Context: an optimization exercise on an open-source flow, tuned for small area. The choices shown serve that exercise and are no tape-out recipe.
In this exercise RTL edits were held to simulation tests only and were not proved equivalent to the original.
Power is estimated from default activity; no workload was simulated.

## run 1
Design microbit_core, start of the top module:
module microbit_core (
    input  wire        clk,
    input  wire        rst_n,        
    input  wire        cmd_valid,
    output wire        cmd_ready,
    input  wire [31:0] cmd_data,
    input  wire [3:0]  rd_addr,
    output reg  [31:0] rd_data,
    input  wire        tick,         
    input  wire        sample,       
    input  wire [1:0]  btn_raw,      
    output wire [4:0]  row_out,      
    output wire [4:0]  col_out       
);
For scale: ~2800 cells after synthesis, roughly 870 flip-flops, ~86 I/O pins.
clock: 60.0 ns
lec_check: 0
cap_margin: 20
core_margin: 2
core_utilization: 75
place_density: 0.85
slew_margin: 20
standard.sh (not shown) runs the stock make flow with config.mk's settings and CLKGATE_MAP_FILE= SYNTH_SCRIPT=/design/flow/synth_recipe.tcl, a recipe that flattens the netlist after the stock synthesis.
==> flow/flow/run.sh <==
#!/bin/bash
set -euo pipefail
W=$(pwd)
rm -rf "$W/scripts_area"
cp -r "$FLOW_HOME/scripts" "$W/scripts_area"
cp "$W/flow/abc_area_map.script" "$W/scripts_area/abc_speed.script"
bash "$W/standard.sh" SCRIPTS_DIR="$W/scripts_area" \
  "BUFFER_PORTS_ARGS=-buffer_cell sky130_fd_sc_hd__buf_1" \
  "CTS_ARGS=-sink_clustering_enable -repair_clock_nets -dont_use_dummy_load -buf_list sky130_fd_sc_hd__clkbuf_4 -sink_clustering_size 8 -sink_clustering_max_diameter 40" \
  finish > "$W/flow_make.log" 2>&1
==> flow/flow/abc_area_map.script <==
&get -n
&st
&dch
&nf -R 1000 -p -F 8
&put
Having completed the whole flow, run 1 delivered a layout that passed the timing, design-rule and antenna checks.
What run 2 does differently from run 1 at the input level:
Settings: CORE_UTILIZATION now 60, was 75; PLACE_DENSITY now 0.7, was 0.85.
[summary]
- Run 1 → run 2: number of hold buffers added after CTS shows no meaningful change; worst hold slack across all endpoints shows an increase of 0.020 ns; global-route met1 utilization shows a reduction of 8.0 points.
- When run 2 is set beside run 1, its core footprint turns out to be 25% larger.
- Register-to-register slack: run 2 better than run 1
- Between run 2 and run 1, cell area after layout is lower for run 1, run 2 comes in above that.
- The termination of the worst setup path comes out rd_data[3] in one run and rd_data[7] in the other, namely in run 2 and run 1 respectively.

---

== run A ==
microbit_core, a different RTL version from the one above (not shown whole).
Size in the first run: roughly 870 flip-flops, roughly 86 I/O pins.
==> flow/config.mk <==
export PLATFORM = sky130hd
export DESIGN_NAME = microbit_core
export DESIGN_NICKNAME = microbit_core
export VERILOG_FILES = /design/flow/design.v
export SDC_FILE = /design/flow/constraint.sdc
export NUM_CORES = 8
export LEC_CHECK = 0
export CAP_MARGIN = 20
export CORE_MARGIN = 2
export CORE_UTILIZATION = 60
export CTS_BUF_LIST = sky130_fd_sc_hd__clkbuf_8
export CTS_CLUSTER_DIAMETER = 60
export CTS_CLUSTER_SIZE = 16
export PLACE_DENSITY = 0.7
export SLEW_MARGIN = 20
export SYNTH_HIERARCHICAL = 1
==> flow/constraint.sdc <==
create_clock -name core_clock -period 60.0 [get_ports {clk}]
set_input_delay 12.0000 -clock core_clock [delete_from_list [all_inputs] [get_ports {clk}]]
set_output_delay 12.0000 -clock core_clock [all_outputs]
set_load 0.01 [all_outputs]
run.sh (not shown) runs the stock make flow with config.mk's settings and CLKGATE_MAP_FILE= SYNTH_SCRIPT=/design/flow/synth_recipe.tcl, a recipe that flattens the netlist after the stock synthesis.
Stock flow here: none of the scripts above is used.
No stage failed in run A, and the final checks on the layout all came back clean.
Modified inputs, run B compared to run A
==> flow/flow/run.sh (new file) <==
#!/bin/bash
set -euo pipefail
W=$(pwd)
rm -rf "$W/scripts_area"
cp -r "$FLOW_HOME/scripts" "$W/scripts_area"
cp "$W/flow/abc_area_map.script" "$W/scripts_area/abc_speed.script"
bash "$W/standard.sh" SCRIPTS_DIR="$W/scripts_area" \
  "BUFFER_PORTS_ARGS=-buffer_cell sky130_fd_sc_hd__buf_1" \
  "CTS_ARGS=-sink_clustering_enable -repair_clock_nets -dont_use_dummy_load -buf_list sky130_fd_sc_hd__clkbuf_4 -sink_clustering_size 8 -sink_clustering_max_diameter 40" \
  finish > "$W/flow_make.log" 2>&1
==> flow/flow/abc_area_map.script (new file) <==
&get -n
&st
&dch
&nf -R 1000 -p -F 8
&put
==> flow/standard.sh (new file) <==
#!/bin/bash
# synth_recipe.tcl (not shown) runs the flow's synth.tcl, then flattens the netlist and writes it again
# the make line also repeats each setting of config.mk as NAME=value (left out here)
make -C /OpenROAD-flow-scripts/flow DESIGN_CONFIG=/design/flow/config.mk WORK_HOME=/design/flow/orfs CLKGATE_MAP_FILE= SYNTH_SCRIPT=/design/flow/synth_recipe.tcl "${@:-finish}"
diff --git a/flow/config.mk b/flow/config.mk
--- a/flow/config.mk
+++ b/flow/config.mk
@@ -9,8 +9,4 @@
 export CORE_MARGIN = 2
 export CORE_UTILIZATION = 60
-export CTS_BUF_LIST = sky130_fd_sc_hd__clkbuf_8
-export CTS_CLUSTER_DIAMETER = 60
-export CTS_CLUSTER_SIZE = 16
 export PLACE_DENSITY = 0.7
 export SLEW_MARGIN = 20
-export SYNTH_HIERARCHICAL = 1
removed: flow/run.sh
Run B finished end to end and its layout was clean on timing, DRC and antenna. Run B against run A: clock-buffer cell count has increased, power consumed by combinational cells has decreased, first-pass GRT wire length has decreased. Looking at power consumption, run B sits about 5.4% below run A. Run B vs run A, minimum setup slack in the final design went up by 590 ps. From run A to run B the numbers moved as follows: number of clock buffers inserted by TritonCTS climbed about 90%, wire length dropped about 30%, level count of the clock H-tree climbed 1. Run B ended up with a lower shortest period the worst path allows than run A did.
Input-level comparison between run C and run B:
diff --git a/flow/config.mk b/flow/config.mk
--- a/flow/config.mk
+++ b/flow/config.mk
@@ -11,2 +11,3 @@
 export PLACE_DENSITY = 0.7
 export SLEW_MARGIN = 20
+export SYNTH_HIERARCHICAL = 1
Findings:
- In run C relative to run B, cell area after technology mapping had gone up slightly.
- Of run C and run B, run C shows the lower share of power burned in the clock network, with run B above it.
- The area fraction of clock buffers and clock inverters on run C is in line with that on run B.
- Run B → run C: total power +2.1%, power attributed to combinational cells +about 60%.
- [compare] base=run B new=run C: worst setup slack saw an increase, setup TNS saw little to no change, final period utilization saw a decrease.
- Detailed-route via count was higher in run C than in run B.
- As of run C, aggregate routed wire length had risen slightly compared to run B.

---

v6:
RTL: one of the versions met above, not the one the previous note started from.
Size in the first run: ~2800 cells after synthesis, about 86 I/O pins.
// microbit_core
module microbit_core (
    input  wire        clk,
    input  wire        rst_n,        
    input  wire        cmd_valid,
    output wire        cmd_ready,
    input  wire [31:0] cmd_data,
    input  wire [3:0]  rd_addr,
    output reg  [31:0] rd_data,
    input  wire        tick,         
    input  wire        sample,       
    input  wire [1:0]  btn_raw,      
    output wire [4:0]  row_out,      
    output wire [4:0]  col_out       
);
    localparam [2:0] PH_IDLE = 3'd0, PH_ENTRY = 3'd1, PH_MAIN = 3'd2,
                     PH_PROGRAM = 3'd3, PH_CHECK = 3'd4;
    localparam [2:0] NONE = 3'd7;
    localparam [2:0] E_NONE = 3'd0, E_CLAIMED = 3'd1, E_ILLEGAL = 3'd3,
                     E_RANGE = 3'd4, E_NOTINIT = 3'd5, E_CSDEPTH = 3'd6;
    localparam [3:0] OP_NOP = 4'h0, OP_DISP_NEW = 4'h1, OP_SHOW = 4'h2,
                     OP_IMG_CLEAR = 4'h3, OP_IMG_WRITE = 4'h4, OP_IMG_READ = 4'h5,
                     OP_IMG_SHIFT = 4'h6, OP_BTN_NEW = 4'h7, OP_BTN_WAS = 4'h8,
                     OP_BTN_IS = 4'h9, OP_CS_ENTER = 4'hA, OP_CS_EXIT = 4'hB;
    reg [199:0] stage;           
    reg [2:0]   sk;
    reg [199:0] pending;
    reg [2:0]   pk;
    reg [199:0] active;
    reg [2:0]   ak;
    reg         disp_init;
    reg [2:0]   cur_row;         
    reg [4:0]   col_on;          
    reg [2:0]   trow;            
    reg [7:0]   tb;
    reg [3:0]   tsub;
    reg         irqf;            
    reg         hit_cand;        
    reg [2:0]   phase;
    reg [7:0]   cs_depth;
    reg [3:0]   sig0, sig1;
    reg [1:0]   latched;
    reg [31:0]  pc0, pc1;
    reg         sampler_run;
    reg         smp_pend;
    reg [3:0]   h_valid;
    reg [3:0]   h_btn;
  ...
clock: 60.0 ns
lec_check: 0
cap_margin: 20
core_margin: 2
core_utilization: 60
place_density: 0.7
slew_margin: 20
standard.sh (not shown) runs the stock make flow with config.mk's settings and CLKGATE_MAP_FILE= SYNTH_SCRIPT=/design/flow/synth_recipe.tcl, a recipe that flattens the netlist after the stock synthesis.
==> flow/flow/run.sh <==
#!/bin/bash
set -euo pipefail
W=$(pwd)
rm -rf "$W/scripts_area"
cp -r "$FLOW_HOME/scripts" "$W/scripts_area"
cp "$W/flow/abc_area_map.script" "$W/scripts_area/abc_speed.script"
bash "$W/standard.sh" SCRIPTS_DIR="$W/scripts_area" \
  "BUFFER_PORTS_ARGS=-buffer_cell sky130_fd_sc_hd__buf_1" \
  "CTS_ARGS=-sink_clustering_enable -repair_clock_nets -dont_use_dummy_load -buf_list sky130_fd_sc_hd__clkbuf_4 -sink_clustering_size 10 -sink_clustering_max_diameter 45" \
  finish > "$W/flow_make.log" 2>&1
==> flow/flow/abc_area_map.script <==
&get -n
&st
&dch
&nf -R 1000 -p -F 8
&put
What v7 does differently from v6 at the input level:
Settings: CORE_UTILIZATION now 75, was 60; PLACE_DENSITY now 0.85, was 0.7.
==> flow/flow/run.sh <==
#!/bin/bash
set -euo pipefail
W=$(pwd)
rm -rf "$W/scripts_area"
cp -r "$FLOW_HOME/scripts" "$W/scripts_area"
cp "$W/flow/abc_area_map.script" "$W/scripts_area/abc_speed.script"
bash "$W/standard.sh" SCRIPTS_DIR="$W/scripts_area" \
  "BUFFER_PORTS_ARGS=-buffer_cell sky130_fd_sc_hd__buf_1" \
  "CTS_ARGS=-sink_clustering_enable -repair_clock_nets -dont_use_dummy_load -buf_list sky130_fd_sc_hd__clkbuf_4 -sink_clustering_size 9 -sink_clustering_max_diameter 40" \
  finish > "$W/flow_make.log" 2>&1
- v7 against v6: total power after layout held, worst path setup slack after routing went up 0.31 ns, length in cells of the worst reg-to-reg path went down 1.
- After detailed routing, v6 needs more wire than v7.
- Compared to v6, v7 has global-route track usage on met1 7.0 points higher.
- Delta (v7 minus v6): global-route track usage on met2 rose 12 points, count of vias placed by the detailed router has increased, final standard cell count with taps included and fillers excluded lower.

## port drivers added, routing unchanged
No port has a modelled driver above. Below, the same layouts with a new extraction and two added sets of constraints.
Step 1, drivers: a clkbuf_16 drives clk and a buf_2 each remaining input, both assumed.
Step 2 moves the port delays by t, midway between the first and last clock arrival at a register: inputs arrive t later, outputs are due t later. That takes back most of the time a late clock gives input paths.
Slacks: ideal ports / drivers / drivers and shift; pairs: ideal ports / drivers.
run | t, ns | setup slack, ns | hold slack, ns | pins driven straight from the clock port
run 1 | 0.952 | 34.372 / 34.345 / 34.345 | 0.397 / 0.397 / 0.397 | 1
run 2 | 1.030 | 34.076 / 34.051 / 34.051 | 0.417 / 0.417 / 0.417 | 1
run A | 0.757 | 33.489 / 33.464 / 33.464 | 0.476 / 0.476 / 0.476 | 1
run B | 1.030 | 34.076 / 34.051 / 34.051 | 0.417 / 0.417 / 0.417 | 1
run C | 1.018 | 34.318 / 34.297 / 34.297 | 0.459 / 0.459 / 0.459 | 1
v6 | 0.923 | 34.059 / 34.035 / 34.035 | 0.446 / 0.446 / 0.446 | 1
v7 | 0.938 | 34.369 / 34.342 / 34.342 | 0.399 / 0.399 / 0.399 | 1
After both steps every run listed still meets setup and hold.
